This is an optimization exercise on Yosys and OpenROAD, whose aim is small area, a short achievable clock period and few clock cycles, not a production implementation.
Function was checked by simulation only, so behaviour that the tests miss may differ from the original.
Power and IR drop assume default switching activity.

==> v17: inputs <==
// gfd
module gfd (
    input  wire        clk,
    input  wire        rst,
    input  wire        cmd_valid,
    output wire        cmd_ready,
    input  wire [15:0] cmd,
    input  wire        h_req,
    input  wire        h_we,
    input  wire [9:0]  h_addr,
    input  wire [7:0]  h_wdata,
    output reg  [7:0]  h_rdata,
    output wire        h_ready,
    output wire        busy,
    output wire        fault
);
==> flow/config.mk <==
export PLATFORM = sky130hd
export DESIGN_NAME = gfd
export DESIGN_NICKNAME = gfd
export VERILOG_FILES = /design/flow/design.v
export SDC_FILE = /design/flow/constraint.sdc
export NUM_CORES = 8
export LEC_CHECK = 0
export ABC_AREA = 0
export CAP_MARGIN = 60
export CORE_MARGIN = 2
export CORE_UTILIZATION = 35
export CTS_CLUSTER_DIAMETER = 90
export CTS_CLUSTER_SIZE = 24
export PLACE_DENSITY = 0.75
export SETUP_SLACK_MARGIN = 5
export SLEW_MARGIN = 60
export SYNTH_HIERARCHICAL = 1
export TNS_END_PERCENT = 5
==> flow/constraint.sdc <==
create_clock -name core_clock -period 12.0 [get_ports {clk}]
set_input_delay 2.4000 -clock core_clock [delete_from_list [all_inputs] [get_ports {clk}]]
set_output_delay 2.4000 -clock core_clock [all_outputs]
set_load 0.01 [all_outputs]
run.sh (not shown) runs the stock make flow with config.mk's settings and CLKGATE_MAP_FILE= SYNTH_SCRIPT=/design/flow/synth_recipe.tcl, a recipe that flattens the netlist after the stock synthesis.
==> v35: changes against v17 <==
--- a/flow/design.v
+++ b/flow/design.v
@@ -185,18 +185,19 @@
                 .pass(pass_e), .sw(ser_e & w_lane[g]), .hwd(h_wdata), .hw(hw_e), .poly(poly),
                 .src(src[g*8 +: 8]));
             assign lmask[g] = ser_q ? w_lane[g] : therm[g];
         end
     endgenerate
-    wire [15:0] rc_en = busy_q ? (ph_q ? 16'd0 : (16'd1 << {rd_q, wr_ch})) :
+    wire [15:0] rc_en = rst ? 16'hFFFF :
+                        busy_q ? (ph_q ? 16'd0 : (16'd1 << {rd_q, wr_ch})) :
                         (host_we ? (16'd1 << h_addr[8:5]) : 16'd0);
-    wire [31:0] lane_en = busy_q ? lmask : h_lane;
+    wire [31:0] lane_en = rst ? 32'hFFFF_FFFF : busy_q ? lmask : h_lane;
     generate
         for (k = 0; k < 4; k = k + 1) begin : g_reg
             for (c = 0; c < 4; c = c + 1) begin : g_chunk
                 for (g = 0; g < 32; g = g + 1) begin : g_cell
-                    wire cell_en = rst || (rc_en[4*k + c] && lane_en[g]);
+                    wire cell_en = rc_en[4*k + c] && lane_en[g];
                     always @(posedge clk) begin
                         if (cell_en)
                             cells[(128*k + 32*c + g)*8 +: 8] <= src[g*8 +: 8];
                     end
                 end
CAP_MARGIN = 40   (was 60)
CTS_CLUSTER_DIAMETER = 80   (was 90)
CTS_CLUSTER_SIZE = 20   (was 24)
PLACE_DENSITY = 0.65   (was 0.75)
SLEW_MARGIN = 40   (was 60)
==> reports/qor.yml <==
final_layout:
  nFillCells: 44400
  drive_above_1_share: 0.253
  seq_share: 0.625
  final_area_sq_um: 212000
placement:
  place_inst: 17600
power_and_ir_drop:
  clock_power_share: 0.276
  power.combinational.total_w: 0.00308
  p_clk_w: 0.00822
yosys:
  syn_inst: 10900
  synth_compound_area_frac: 0.175
cts:
  cts_max_level: 4
timing:
  skew_ns: 0.104
worst_setup_path:
  cp.arrival_ns: 6.12
run_status:
  status: "complete, no violations"
route:
  wl_met2_mm: 271
  first_pass_iters: 22
global_routing:
  grtUsageTotal: 0.229
That was v17.
==> reports/qor.yml <==
cts:
  cts_max_level: 5
route:
  wl_met2_mm: 257
final_layout:
  drive_above_1_share: 0.226
  seq_share: 0.643
power_and_ir_drop:
  clock_power_share: 0.307
  p_clk_w: 0.00939
  power.combinational.total_w: 0.00309
worst_setup_path:
  cp.arrival_ns: 5.99
yosys:
  syn_inst: 10800
run_status:
  status: "complete, no violations"
That was v35.
Testbench counts of v17, summed over its fixed seeds: cycles 57,500.
Testbench counts of v35, summed over its fixed seeds: cycles 57,500.

==> inputs of 02-18 <==
Another version of the RTL of gfd (not shown whole).
export LEC_CHECK = 0
export ABC_AREA = 0
export CAP_MARGIN = 20
export CORE_MARGIN = 2
export CORE_UTILIZATION = 30
export PLACE_DENSITY = 0.45
export SETUP_SLACK_MARGIN = 5
export SLEW_MARGIN = 20
export SYNTH_HIERARCHICAL = 1
create_clock -name core_clock -period 12.0 [get_ports {clk}]
==> inputs of 04-04, as changes to 02-18 <==
--- a/flow/design.v
+++ b/flow/design.v
@@ -98,53 +98,54 @@
     end
     wire [7:0] c_n     = (c_op == OP_XORTO) ? len_rb : len_ra;
     wire       c_ser   = (c_op == OP_XORR) && (c_off != 8'd0) && (len_rb != 8'd0);
     wire [7:0] c_nm1   = c_n - 8'd1;
     wire [7:0] c_offm1 = off_q - 7'd1;
+    wire       c_xor   = (c_op == OP_XORINTO) || (c_op == OP_XORTO) ||
+                         (c_op == OP_XORR && c_off == 8'd0);
+    wire       c_zero  = (c_op == OP_XORINTO) ? (c_rd == c_ra) :
+                         (c_op == OP_XORTO || c_op == OP_XORR) ? (c_ra == c_rb) : 1'b0;
     wire       run   = busy_q && !rst;
     wire [1:0] p_reg = ph_q ? rq_q : rp_q;
     wire [1:0] p_ch  = ser_q ? (ph_q ? w_q[6:5] : j_q[6:5]) : c_q;
     wire [1:0] wr_ch = ser_q ? w_q[6:5] : c_q;
     wire [15:0] p_rsel = busy_q ? (16'd1 << {p_reg, p_ch}) : 16'd0;
-    wire [63:0] p_sel;
+    wire [127:0] p_sel;
     wire [255:0] port_p;
     reg  [255:0] t_q;
     always @(posedge clk) begin
         if (ph_q)
             t_q <= port_p;
     end
     wire [255:0] port_t = t_q & {256{run && xq_q}};
     genvar g, k, c;
     generate
-        for (g = 0; g < 4; g = g + 1) begin : g_pdec
+        for (g = 0; g < 8; g = g + 1) begin : g_pdec
             gfd_pdec u_pd (.a(h_addr[8:5]), .idle(~busy_q), .rs(p_rsel), .ps(p_sel[16*g +: 16]));
         end
         for (g = 0; g < 32; g = g + 1) begin : g_port
             wire [127:0] b;
             for (k = 0; k < 4; k = k + 1) begin : g_k
                 for (c = 0; c < 4; c = c + 1) begin : g_c
                     assign b[(4*k + c)*8 +: 8] = cells[(128*k + 32*c + g)*8 +: 8];
                 end
             end
-            gfd_sel16 u_p (.b(b), .s(p_sel[16*(g/8) +: 16]), .y(port_p[g*8 +: 8]));
+            gfd_sel16 u_p (.b(b), .s(p_sel[16*(g/4) +: 16]), .y(port_p[g*8 +: 8]));
         end
     endgenerate
     wire [31:0] h_lane = h_addr[9] ? 32'd0 : (32'd1 << h_addr[4:0]);
     wire [31:0] j_lane = 32'd1 << j_q[4:0];
     wire [31:0] w_lane = 32'd1 << w_q[4:0];
-    wire [7:0]  host_byte;
+    wire [31:0] b_lane = busy_q ? j_lane : h_lane;
     wire [7:0]  ser_byte;
-    wire [31:0] host_grp;
-    wire [31:0] ser_grp;
+    wire [31:0] host_grp_n;                        
     generate
         for (g = 0; g < 4; g = g + 1) begin : g_bsel
-            gfd_bsel8 u_hsel (.v(port_p[64*g +: 64]), .oh(h_lane[8*g +: 8]), .y(host_grp[8*g +: 8]));
-            gfd_bsel8 u_ssel (.v(port_p[64*g +: 64]), .oh(j_lane[8*g +: 8]), .y(ser_grp[8*g +: 8]));
+            gfd_bsel8n u_hsel (.v(port_p[64*g +: 64]), .oh(b_lane[8*g +: 8]), .yn(host_grp_n[8*g +: 8]));
         end
     endgenerate
-    assign host_byte = host_grp[7:0] | host_grp[15:8] | host_grp[23:16] | host_grp[31:24];
-    assign ser_byte  = ser_grp[7:0] | ser_grp[15:8] | ser_grp[23:16] | ser_grp[31:24];
+    assign ser_byte = ~(host_grp_n[7:0] & host_grp_n[15:8] & host_grp_n[23:16] & host_grp_n[31:24]);
     wire [3:0] msb_b0 = {cells[3*1024 + 7], cells[2*1024 + 7], cells[1024 + 7], cells[7]};
     wire       top    = msb_b0[rp_q];
     wire [7:0]  rem = n_q - {1'b0, c_q, 5'd0};    
     wire [32:0] therm;                             
     generate
@@ -183,18 +184,19 @@
                 .pass(pass_e), .sw(ser_e & w_lane[g]), .hwd(h_wdata), .hw(hw_e), .poly(poly),
                 .src(src[g*8 +: 8]));
             assign lmask[g] = ser_q ? w_lane[g] : therm[g];
         end
     endgenerate
-    wire [15:0] rc_en = busy_q ? (ph_q ? 16'd0 : (16'd1 << {rd_q, wr_ch})) :
+    wire [15:0] rc_en = rst ? 16'hFFFF :
+                        busy_q ? (ph_q ? 16'd0 : (16'd1 << {rd_q, wr_ch})) :
                         (host_we ? (16'd1 << h_addr[8:5]) : 16'd0);
-    wire [31:0] lane_en = busy_q ? lmask : h_lane;
+    wire [31:0] lane_en = rst ? 32'hFFFF_FFFF : busy_q ? lmask : h_lane;
     generate
         for (k = 0; k < 4; k = k + 1) begin : g_reg
             for (c = 0; c < 4; c = c + 1) begin : g_chunk
                 for (g = 0; g < 32; g = g + 1) begin : g_cell
-                    wire cell_en = rst || (rc_en[4*k + c] && lane_en[g]);
+                    wire cell_en = rc_en[4*k + c] && lane_en[g];
                     always @(posedge clk) begin
                         if (cell_en)
                             cells[(128*k + 32*c + g)*8 +: 8] <= src[g*8 +: 8];
                     end
                 end
@@ -266,15 +268,13 @@
                 rp_q    <= c_ra;
                 rq_q    <= (c_op == OP_XORINTO) ? c_rd : c_rb;
                 shift_q <= (c_op == OP_SHLC) || (c_op == OP_DOUBLE);
                 dbl_q   <= (c_op == OP_DOUBLE);
                 shlc_q  <= (c_op == OP_SHLC);
-                pass_q  <= (c_op != OP_SHLC) && (c_op != OP_DOUBLE);
-                xq_q    <= (c_op == OP_XORINTO) || (c_op == OP_XORTO) ||
-                           (c_op == OP_XORR && c_off == 8'd0);
-                ph_q    <= (c_op == OP_XORINTO) || (c_op == OP_XORTO) ||
-                           (c_op == OP_XORR && c_off == 8'd0);
+                pass_q  <= (c_op != OP_SHLC) && (c_op != OP_DOUBLE) && !c_zero;
+                xq_q    <= c_xor && !c_zero;
+                ph_q    <= c_xor && !c_zero;
                 ser_q   <= 1'b0;
                 cpy_q   <= 1'b0;
                 first_q <= 1'b1;
                 n_q     <= c_n;
                 c_q     <= c_nm1[6:5];
@@ -298,19 +298,21 @@
                     carry_q <= 1'b0;
                 end
             end
         end
     end
-    reg [7:0] misc;
+    reg  [7:0] misc;
+    wire [7:0] rdata;
     always @(*) begin
         misc = 8'h00;
         if (h_addr == 10'h200)
             misc = {4'b0000, cause_q, carry_q, fault_q};
         else if (h_addr[9:2] == 8'b1000_0001)
             misc = lens_q[{h_addr[1:0], 3'b000} +: 8];
-        h_rdata = host_byte | misc;
+        h_rdata = rdata;
     end
+    gfd_rdout u_rdout (.gn(host_grp_n), .misc(misc), .y(rdata));
 endmodule
 module gfd_pdec (
     input  wire [3:0]  a,
     input  wire        idle,
     input  wire [15:0] rs,
@@ -340,10 +342,26 @@
         y = 8'h00;
         for (i = 0; i < 8; i = i + 1)
             y = y | (v[i*8 +: 8] & {8{oh[i]}});
     end
 endmodule
+module gfd_bsel8n (
+    input  wire [63:0] v,
+    input  wire [7:0]  oh,
+    output wire [7:0]  yn
+);
+    wire [7:0] y;
+    gfd_bsel8 u_sel (.v(v), .oh(oh), .y(y));
+    assign yn = ~y;
+endmodule
+module gfd_rdout (
+    input  wire [31:0] gn,
+    input  wire [7:0]  misc,
+    output wire [7:0]  y
+);
+    assign y = ~(gn[7:0] & gn[15:8] & gn[23:16] & gn[31:24]) | misc;
+endmodule
 module gfd_lane #(parameter HASPOLY = 0) (
     input  wire [7:0] pb,
     input  wire       cin,
     input  wire [7:0] qb,
     input  wire [7:0] sbyte,
Settings changed: CAP_MARGIN 20 to 40, CORE_UTILIZATION 30 to 35, CTS_CLUSTER_DIAMETER set to 90, CTS_CLUSTER_SIZE set to 24, PLACE_DENSITY 0.45 to 0.65, SLEW_MARGIN 20 to 40, TNS_END_PERCENT set to 5.
==> inputs of 10-03, as changes to 02-18 <==
--- a/flow/design.v
+++ b/flow/design.v
@@ -98,52 +98,54 @@
     end
     wire [7:0] c_n     = (c_op == OP_XORTO) ? len_rb : len_ra;
     wire       c_ser   = (c_op == OP_XORR) && (c_off != 8'd0) && (len_rb != 8'd0);
     wire [7:0] c_nm1   = c_n - 8'd1;
     wire [7:0] c_offm1 = off_q - 7'd1;
+    wire       c_xor   = (c_op == OP_XORINTO) || (c_op == OP_XORTO) ||
+                         (c_op == OP_XORR && c_off == 8'd0);
+    wire       c_zero  = (c_op == OP_XORINTO) ? (c_rd == c_ra) :
+                         (c_op == OP_XORTO || c_op == OP_XORR) ? (c_ra == c_rb) : 1'b0;
     wire       run   = busy_q && !rst;
     wire [1:0] p_reg = ph_q ? rq_q : rp_q;
     wire [1:0] p_ch  = ser_q ? (ph_q ? w_q[6:5] : j_q[6:5]) : c_q;
     wire [1:0] wr_ch = ser_q ? w_q[6:5] : c_q;
     wire [15:0] p_rsel = busy_q ? (16'd1 << {p_reg, p_ch}) : 16'd0;
-    wire [63:0] p_sel;
+    wire [127:0] p_sel;
     wire [255:0] port_p;
     reg  [255:0] t_q;
     always @(posedge clk) begin
         if (ph_q)
             t_q <= port_p;
     end
     wire [255:0] port_t = t_q & {256{run && xq_q}};
     genvar g, k, c;
     generate
-        for (g = 0; g < 4; g = g + 1) begin : g_pdec
+        for (g = 0; g < 8; g = g + 1) begin : g_pdec
             gfd_pdec u_pd (.a(h_addr[8:5]), .idle(~busy_q), .rs(p_rsel), .ps(p_sel[16*g +: 16]));
         end
         for (g = 0; g < 32; g = g + 1) begin : g_port
             wire [127:0] b;
             for (k = 0; k < 4; k = k + 1) begin : g_k
                 for (c = 0; c < 4; c = c + 1) begin : g_c
                     assign b[(4*k + c)*8 +: 8] = cells[(128*k + 32*c + g)*8 +: 8];
                 end
             end
-            gfd_sel16 u_p (.b(b), .s(p_sel[16*(g/8) +: 16]), .y(port_p[g*8 +: 8]));
+            gfd_sel16 u_p (.b(b), .s(p_sel[16*(g/4) +: 16]), .y(port_p[g*8 +: 8]));
         end
     endgenerate
     wire [31:0] h_lane = h_addr[9] ? 32'd0 : (32'd1 << h_addr[4:0]);
     wire [31:0] j_lane = 32'd1 << j_q[4:0];
     wire [31:0] w_lane = 32'd1 << w_q[4:0];
-    wire [7:0]  host_byte;
     wire [7:0]  ser_byte;
-    wire [31:0] host_grp;
+    wire [31:0] host_grp_n;                        
     wire [31:0] ser_grp;
     generate
         for (g = 0; g < 4; g = g + 1) begin : g_bsel
-            gfd_bsel8 u_hsel (.v(port_p[64*g +: 64]), .oh(h_lane[8*g +: 8]), .y(host_grp[8*g +: 8]));
+            gfd_bsel8n u_hsel (.v(port_p[64*g +: 64]), .oh(h_lane[8*g +: 8]), .yn(host_grp_n[8*g +: 8]));
             gfd_bsel8 u_ssel (.v(port_p[64*g +: 64]), .oh(j_lane[8*g +: 8]), .y(ser_grp[8*g +: 8]));
         end
     endgenerate
-    assign host_byte = host_grp[7:0] | host_grp[15:8] | host_grp[23:16] | host_grp[31:24];
     assign ser_byte  = ser_grp[7:0] | ser_grp[15:8] | ser_grp[23:16] | ser_grp[31:24];
     wire [3:0] msb_b0 = {cells[3*1024 + 7], cells[2*1024 + 7], cells[1024 + 7], cells[7]};
     wire       top    = msb_b0[rp_q];
     wire [7:0]  rem = n_q - {1'b0, c_q, 5'd0};    
     wire [32:0] therm;                             
@@ -183,18 +185,19 @@
                 .pass(pass_e), .sw(ser_e & w_lane[g]), .hwd(h_wdata), .hw(hw_e), .poly(poly),
                 .src(src[g*8 +: 8]));
             assign lmask[g] = ser_q ? w_lane[g] : therm[g];
         end
     endgenerate
-    wire [15:0] rc_en = busy_q ? (ph_q ? 16'd0 : (16'd1 << {rd_q, wr_ch})) :
+    wire [15:0] rc_en = rst ? 16'hFFFF :
+                        busy_q ? (ph_q ? 16'd0 : (16'd1 << {rd_q, wr_ch})) :
                         (host_we ? (16'd1 << h_addr[8:5]) : 16'd0);
-    wire [31:0] lane_en = busy_q ? lmask : h_lane;
+    wire [31:0] lane_en = rst ? 32'hFFFF_FFFF : busy_q ? lmask : h_lane;
     generate
         for (k = 0; k < 4; k = k + 1) begin : g_reg
             for (c = 0; c < 4; c = c + 1) begin : g_chunk
                 for (g = 0; g < 32; g = g + 1) begin : g_cell
-                    wire cell_en = rst || (rc_en[4*k + c] && lane_en[g]);
+                    wire cell_en = rc_en[4*k + c] && lane_en[g];
                     always @(posedge clk) begin
                         if (cell_en)
                             cells[(128*k + 32*c + g)*8 +: 8] <= src[g*8 +: 8];
                     end
                 end
@@ -266,15 +269,13 @@
                 rp_q    <= c_ra;
                 rq_q    <= (c_op == OP_XORINTO) ? c_rd : c_rb;
                 shift_q <= (c_op == OP_SHLC) || (c_op == OP_DOUBLE);
                 dbl_q   <= (c_op == OP_DOUBLE);
                 shlc_q  <= (c_op == OP_SHLC);
-                pass_q  <= (c_op != OP_SHLC) && (c_op != OP_DOUBLE);
-                xq_q    <= (c_op == OP_XORINTO) || (c_op == OP_XORTO) ||
-                           (c_op == OP_XORR && c_off == 8'd0);
-                ph_q    <= (c_op == OP_XORINTO) || (c_op == OP_XORTO) ||
-                           (c_op == OP_XORR && c_off == 8'd0);
+                pass_q  <= (c_op != OP_SHLC) && (c_op != OP_DOUBLE) && !c_zero;
+                xq_q    <= c_xor && !c_zero;
+                ph_q    <= c_xor && !c_zero;
                 ser_q   <= 1'b0;
                 cpy_q   <= 1'b0;
                 first_q <= 1'b1;
                 n_q     <= c_n;
                 c_q     <= c_nm1[6:5];
@@ -298,19 +299,21 @@
                     carry_q <= 1'b0;
                 end
             end
         end
     end
-    reg [7:0] misc;
+    reg  [7:0] misc;
+    wire [7:0] rdata;
     always @(*) begin
         misc = 8'h00;
         if (h_addr == 10'h200)
             misc = {4'b0000, cause_q, carry_q, fault_q};
         else if (h_addr[9:2] == 8'b1000_0001)
             misc = lens_q[{h_addr[1:0], 3'b000} +: 8];
-        h_rdata = host_byte | misc;
+        h_rdata = rdata;
     end
+    gfd_rdout u_rdout (.gn(host_grp_n), .misc(misc), .y(rdata));
 endmodule
 module gfd_pdec (
     input  wire [3:0]  a,
     input  wire        idle,
     input  wire [15:0] rs,
@@ -340,10 +343,26 @@
         y = 8'h00;
         for (i = 0; i < 8; i = i + 1)
             y = y | (v[i*8 +: 8] & {8{oh[i]}});
     end
 endmodule
+module gfd_bsel8n (
+    input  wire [63:0] v,
+    input  wire [7:0]  oh,
+    output wire [7:0]  yn
+);
+    wire [7:0] y;
+    gfd_bsel8 u_sel (.v(v), .oh(oh), .y(y));
+    assign yn = ~y;
+endmodule
+module gfd_rdout (
+    input  wire [31:0] gn,
+    input  wire [7:0]  misc,
+    output wire [7:0]  y
+);
+    assign y = ~(gn[7:0] & gn[15:8] & gn[23:16] & gn[31:24]) | misc;
+endmodule
 module gfd_lane #(parameter HASPOLY = 0) (
     input  wire [7:0] pb,
     input  wire       cin,
     input  wire [7:0] qb,
     input  wire [7:0] sbyte,
Settings changed: CAP_MARGIN 20 to 60, CORE_UTILIZATION 30 to 35, CTS_CLUSTER_DIAMETER set to 80, CTS_CLUSTER_SIZE set to 20, PLACE_DENSITY 0.45 to 0.65, SLEW_MARGIN 20 to 60, TNS_END_PERCENT set to 5.
==> qor summary <==
Worst hold start: 10-03 off_q[2]$_SDFFE_PP0P_; 04-04 off_q[4]$_SDFFE_PP0P_; 02-18 off_q[4]$_SDFFE_PP0P_
Signal buffers share of area: 10-03 5.91%; 04-04 3.77%; 02-18 6.82%
Start point of the critical path: 10-03 h_addr[5]; 04-04 h_addr[7]; 02-18 h_addr[5]
Tap Cells: 10-03 6,757; 04-04 6,732; 02-18 7,865
Half-perimeter wire length after placement: 10-03 378 mm; 04-04 367 mm; 02-18 430 mm
Post-Syn Area per Cell: 10-03 16.6 um2; 04-04 16.8 um2; 02-18 16.7 um2
Achievable clock frequency: 10-03 0.119 GHz; 04-04 0.116 GHz; 02-18 0.108 GHz
Worst setup slack after layout: 10-03 3610 ps; 04-04 3390 ps; 02-18 2740 ps
Proportion of synthesized area in mux cells: 10-03 0.559%; 04-04 0.581%; 02-18 0.686%
First-pass GRT wire length: 10-03 858 mm; 04-04 812 mm; 02-18 971 mm
Antenna violations before repair: 10-03 38; 04-04 51; 02-18 88
Clock-cell share: 10-03 3.58%; 04-04 3.03%; 02-18 7.11%
Final core occ: 10-03 41.3%; 04-04 39.4%; 02-18 36.5%
Horiz. Die Dim: 10-03 720 um; 04-04 718 um; 02-18 777 um
NetSw: 10-03 7.63 mW; 04-04 7.04 mW; 02-18 8.59 mW
Detailed Route WL: 10-03 619 mm; 04-04 587 mm; 02-18 731 mm
Wire length on met3: 10-03 95.5 mm; 04-04 77.7 mm; 02-18 81.5 mm
Run status: 10-03 finished clean; 04-04 finished clean; 02-18 finished clean
Clock edge transition at the registers on the reported setup and hold paths: 10-03 80 ps; 04-04 100 ps; 02-18 70 ps
Total iterations of the first detailed-routing run: 10-03 15; 04-04 12; 02-18 13
Total buffers and inverters traversed by the critical path: 10-03 8; 04-04 7; 02-18 3
Testbench counts of 02-18, summed over its fixed seeds: cycles 58,011.
Testbench counts of 04-04, summed over its fixed seeds: cycles 57,500.
Testbench counts of 10-03, summed over its fixed seeds: cycles 57,500.

port drivers added, routing unchanged:
The results above use ideal ports. As a check the final layouts listed here were re-extracted and re-timed, cells and wires unchanged.
Step 1, drivers: a clkbuf_16 drives clk and a buf_2 each remaining input, both assumed.
Step 2, shift: input delay + t, output delay - t, t = (earliest + latest rising clock arrival at the registers) / 2. This alone moves slack from input paths to output paths.
Slacks: ideal / step 1 / step 2; pairs: ideal / step 1.
| run | shift t [ns] | setup WS [ns] | hold slack, ns | slew at the worst register clock pin (ns) |
|---|---|---|---|---|
| v17 | 1.089 | 3.476 / 3.149 / 3.149 | 0.459 / 0.459 / 0.459 | 0.11 / 0.11 |
| v35 | 1.073 | 3.610 / 3.335 / 3.011 | 0.456 / 0.456 / 0.456 | 0.10 / 0.10 |
| 02-18 | 1.147 | 2.741 / 2.273 / 2.273 | 0.467 / 0.467 / 0.467 | 0.07 / 0.07 |
| 04-04 | 1.108 | 3.390 / 2.966 / 2.966 | 0.453 / 0.453 / 0.453 | 0.11 / 0.11 |
| 10-03 | 1.079 | 3.612 / 3.258 / 3.258 | 0.465 / 0.465 / 0.465 | 0.10 / 0.10 |
After both steps every run listed still meets setup and hold. The setup slack of v35, which loses most, moves by -0.275 ns with the drivers and by -0.599 ns with both steps.
